What follows belongs to an exercise in optimizing a design on an open flow for small area; a production flow would make more cautious choices.
At most, simulation tests tie the RTL to the original design; equivalence was not proved.
No activity file was given, so power comes from the tool's default toggle rates.

==> 12-17 <==
// fxp_arith32
module fxp_arith32 (
    input  wire        clk,
    input  wire        rst,
    input  wire        in_valid,
    output wire        in_ready,
    input  wire [1:0]  op,
    input  wire [31:0] a,
    input  wire [31:0] b,
    output reg         out_valid,
    output wire [62:0] result,
    output reg         ovf,
    output wire        trunc,
    output wire [1:0]  div_state,
    output wire [2:0]  div_iter,
    output reg  [10:0] cost
);
==> module fxp_arith32, before the edit <==
module fxp_arith32 (
    input  wire        clk,
    input  wire        rst,
    input  wire        in_valid,
    output wire        in_ready,
    input  wire [1:0]  op,
    input  wire [31:0] a,
    input  wire [31:0] b,
    output reg         out_valid,
    output wire [62:0] result,
    output reg         ovf,
    output wire        trunc,
    output wire [1:0]  div_state,
    output wire [2:0]  div_iter,
    output reg  [10:0] cost
);
    localparam [6:0] T_ACCEPT = 7'd57;
    reg        busy;
    reg        pre;        
    reg [6:0]  t;
    reg [1:0]  opr;
    reg        conv;
    reg        nc;
    reg [31:0] ar, br, acc;
    wire t_acc = (t == T_ACCEPT);
    assign in_ready = busy ? (pre & t_acc) : ~(in_valid & op[1] & op[0]);
    wire is_div = opr[1] & opr[0];
    wire is_mul = opr[1] & ~opr[0];
    wire addsub = ~opr[1];
    wire t_fin    = t[6] & t[5];               
    wire div_norm = is_div & ~t_fin;
    wire div_bi   = div_norm & t[4];           
    wire mul_pre  = is_mul & (t[4:3] == 2'd0);
    wire mul_idle = is_mul & (t[4:3] == 2'd1);
    wire step15   = (t[3:0] == 4'd15);
    wire t_is95  = (t == 7'd95);
    wire t_is103 = (t == 7'd103);
    wire t_is119 = (t == 7'd119);
    wire mul_t7  = (t[4:0] == 5'd7);
    wire done    = is_div ? t_is119 : (is_mul ? (t[4:0] == 5'd31) : step15);
    wire pend    = is_div ? ((~t_fin & step15) | t_is103 | t_is119)
                          : (is_mul ? mul_t7 : step15);
    wire pre_end = (is_mul & mul_t7) | (is_div & t_is103);
    wire       tap16 = mul_pre | (is_div & t_fin);
    reg  [1:0] araw;
    always @(*) begin
        case (t[3:0])
            4'd0:  araw = ar[1:0];
            4'd1:  araw = ar[3:2];
            4'd2:  araw = ar[5:4];
            4'd3:  araw = ar[7:6];
            4'd4:  araw = ar[9:8];
            4'd5:  araw = ar[11:10];
            4'd6:  araw = ar[13:12];
            4'd7:  araw = ar[15:14];
            4'd8:  araw = ar[17:16];
            4'd9:  araw = ar[19:18];
            4'd10: araw = ar[21:20];
            4'd11: araw = ar[23:22];
            4'd12: araw = ar[25:24];
            4'd13: araw = ar[27:26];
            4'd14: araw = ar[29:28];
            default: araw = ar[31:30];
        endcase
    end
    wire [1:0] raw = div_bi ? araw : (tap16 ? br[17:16] : br[1:0]);
    wire       inv = opr[0];                  
    wire       c0  = nc;
    wire [1:0] rv  = raw ^ {2{inv}};
    wire [2:0] xc  = {1'b0, rv} + {2'd0, c0};
    wire [1:0] x   = xc[1:0];
    wire [1:0]  d   = addsub ? {1'b0, t == 7'd0} : (mul_idle ? 2'd0 : x);
    wire [1:0]  inj = addsub ? x : 2'd0;
    wire [33:0] s;
    fxp_mul u_step (.acc(acc), .m(ar), .d(d), .inj(inj), .s(s));
    wire        ld_a = div_norm & step15;
    wire        ld_b = ld_a | (is_div & t_is119);
    wire        shin = addsub | (is_mul & t[4]);
    always @(posedge clk) begin
        if (rst) begin
            busy      <= 1'b0;
            pre       <= 1'b0;
            out_valid <= 1'b0;
        end else begin
            out_valid <= busy & done;
            if (!busy) begin
                busy <= in_valid;
                pre  <= in_valid & op[1] & op[0];
            end else if (pre) begin
                if (!in_valid) begin
                    busy <= 1'b0;
                    pre  <= 1'b0;
                end else if (t_acc)
                    pre  <= 1'b0;
            end else if (done)
                busy <= 1'b0;
        end
    end
    always @(posedge clk) begin
        t <= busy ? t + 7'd1 : 7'd0;
        if (!busy) begin
            opr  <= op;
            nc   <= op[0];
            ar   <= a;
            br   <= b;
            acc  <= 32'd0;
        end else begin
            nc  <= (is_div & pend) ? (t_is95 ? ~|s[16:1] : 1'b1) : xc[2];
            if (t[6:4] == 3'd0)
                conv <= ((t[3:0] == 4'd0) | conv) & (x == {step15, 1'b0});
            acc <= pend ? 32'd0 : s[33:2];    
            if (ld_a)
                ar <= {br[1:0], br[31:2]};    
            if (ld_b)
                br <= s[32:1];
            else
                br <= {shin ? s[1:0] : br[1:0], br[31:2]};
            if (pre_end)
                ovf <= s[33];
            else if (done)
                ovf <= addsub ? s[2] : (s[33] & ~ovf);
        end
    end
    assign result    = {acc[30:0], br};
    assign trunc     = is_div;
    assign div_state = {is_div, is_div & ~conv};
    assign div_iter  = {is_div & ~conv, 1'b0, is_div};
    always @(*) begin
        case (opr)
            2'd0:    cost = 11'd128;
            2'd1:    cost = 11'd160;
            2'd2:    cost = 11'd273;
            default: cost = conv ? 11'd273 : 11'd1525;
        endcase
    end
endmodule
export LEC_CHECK = 0
export ABC_AREA = 1
export CAP_MARGIN = 20
export CORE_MARGIN = 2
export CORE_UTILIZATION = 40
export CTS_BUF_LIST = sky130_fd_sc_hd__clkbuf_8
export CTS_CLUSTER_DIAMETER = 100
export CTS_CLUSTER_SIZE = 40
export PLACE_DENSITY = 0.6
export SLEW_MARGIN = 20
create_clock -name core_clock -period 15.0 [get_ports {clk}]
standard.sh (not shown) runs the stock make flow with config.mk's settings and CLKGATE_MAP_FILE= SYNTH_SCRIPT=/design/flow/synth_recipe.tcl, a recipe that flattens the netlist after the stock synthesis.
==> flow/flow/run.sh <==
#!/bin/bash
# Layout flow: the standard layout (standard.sh) with two changes.
# 1. Synthesis is the standard flow's script (synth_recipe.tcl) unchanged, except that
#    its final technology mapping runs ABC with flow/abc_area_only.script
#    (strash; dch; map -a; topo), an area-only mapping, instead of ORFS's
#    abc_area.script, which also buffers and upsizes for delay. A variable
#    trace swaps the script name when ORFS's synthesis preamble sets it;
#    the registers, -nofsm -noshare, flattening and renaming are as in the
#    standard synthesis.
# 2. The buffer that global placement puts on every input and output port
#    is the smallest buffer cell, sky130_fd_sc_hd__buf_1, instead of the
#    cell buffer_ports picks by default. Every port still gets its own
#    buffer.
# Floorplan, power grid, tap cells, clock tree and routing are standard.
# Each make run's output goes to its own log here, each step's to orfs/logs/.
set -euo pipefail
script="$PWD/flow/abc_area_only.script"
test -f "$script"
{
  echo "proc fxp_abc_script {args} { set ::abc_script {$script} }"
  echo "trace add variable ::abc_script write fxp_abc_script"
  cat synth_recipe.tcl
} > synth_abc.tcl
sed -e 's#synth_recipe\.tcl#synth_abc.tcl#g' standard.sh > synth_abc.sh
grep -q 'synth_abc\.tcl' synth_abc.sh
bash synth_abc.sh synth > synth.log 2>&1
grep -q "abc_area_only.script" orfs/logs/*/fxp_arith32/base/1_2_yosys.log
bash standard.sh 'BUFFER_PORTS_ARGS=-buffer_cell sky130_fd_sc_hd__buf_1' finish > layout.log 2>&1
test -f out/final.def
==> flow/flow/abc_area_only.script <==
strash
dch
map -a
topo
==> 07-05 (differences from 12-17) <==
--- a/flow/design.v
+++ b/flow/design.v
@@ -505,3 +505,2 @@
     wire step15   = (t[3:0] == 4'd15);
-    wire t_is95  = (t == 7'd95);
     wire t_is103 = (t == 7'd103);
@@ -537,3 +536,3 @@
     wire       inv = opr[0];                  
-    wire       c0  = nc;
+    wire       c0  = (is_div & (t == 7'd96)) ? ~|br[15:0] : nc;
     wire [1:0] rv  = raw ^ {2{inv}};
@@ -577,3 +576,3 @@
         end else begin
-            nc  <= (is_div & pend) ? (t_is95 ? ~|s[16:1] : 1'b1) : xc[2];
+            nc  <= (is_div & pend) ? 1'b1 : xc[2];
             if (t[6:4] == 3'd0)
==> flow/flow/run.sh (replaced) <==
#!/bin/bash
# Layout flow: the standard layout (standard.sh) with one change: the
# buffer that global placement puts on every input and output port is the
# smallest buffer cell, sky130_fd_sc_hd__buf_1, instead of the cell
# buffer_ports picks by default. Every port still gets its own buffer; the
# synthesis, floorplan, power grid, tap cells, clock tree and routing are
# the standard ones. make's output goes to layout.log, each step's to
# orfs/logs/.
set -euo pipefail
bash standard.sh 'BUFFER_PORTS_ARGS=-buffer_cell sky130_fd_sc_hd__buf_1' finish > layout.log 2>&1
test -f out/final.def
removed: flow/flow/abc_area_only.script
==> comparison table <==
	07-05	12-17
Clock Power Share	21.1%	21.2%
Clock network area share	2.43%	2.94%
Outcome	no timing/DRC/antenna violations	no timing/DRC/antenna violations
Number of DRC markers after the initial detailed-route iteration	228	303
Die W	139 µm	133 µm
Number of tap cells added at floorplan	229	220
Multi-input gate share of the layout cell area	48.9%	46.1%
Post-synthesis xor/xnor area fraction	0.723%	0.786%
Buffer and inverter count on the worst path	3	7
Rel. slew slack	37.2%	42.5%
Wirelength per Cell	14.5 µm	15.5 µm
Highest clock rate	0.0718 GHz	0.0709 GHz
Final standard cell area without fillers	7760 µm²	7540 µm²
Total global routing track utilization	18.5%	21.2%
Initial cell density of the core	40.6%	40.6%
Met1 Wirelength	8140 µm	8280 µm
Area post-placement	7580 µm²	7280 µm²
No functional check of the RTL was part of 12-17.

separate check: timing with driven ports:
How much do the figures lean on ideal ports? The routed layouts below were timed once more, with nothing changed but the port constraints.
Step 1: set_driving_cell puts a clkbuf_16 on clk and a buf_2 on each other input, an assumption about the parent block.
Step 2 adds t to the input delays and takes it off the output delays; t is the mean of the earliest and latest rising clock arrival at the registers after step 1. Input paths then give back, and output paths get back, about the clock's delay inside the block.
Slacks: no drivers / after step 1 / after step 2; pairs: no drivers / after step 1.
| run | t, ns | slack for setup (ns) | worst hold slack (ns) | latest minus earliest clock arrival (ns) |
|---|---|---|---|---|
| 12-17 | 0.429 | 0.899 / 0.899 / 0.899 | 0.474 / 0.474 / 0.474 | 0.013 / 0.014 |
| 07-05 | 0.426 | 1.064 / 1.064 / 1.064 | 0.474 / 0.474 / 0.474 | 0.017 / 0.018 |
After both steps every run listed still meets setup and hold.
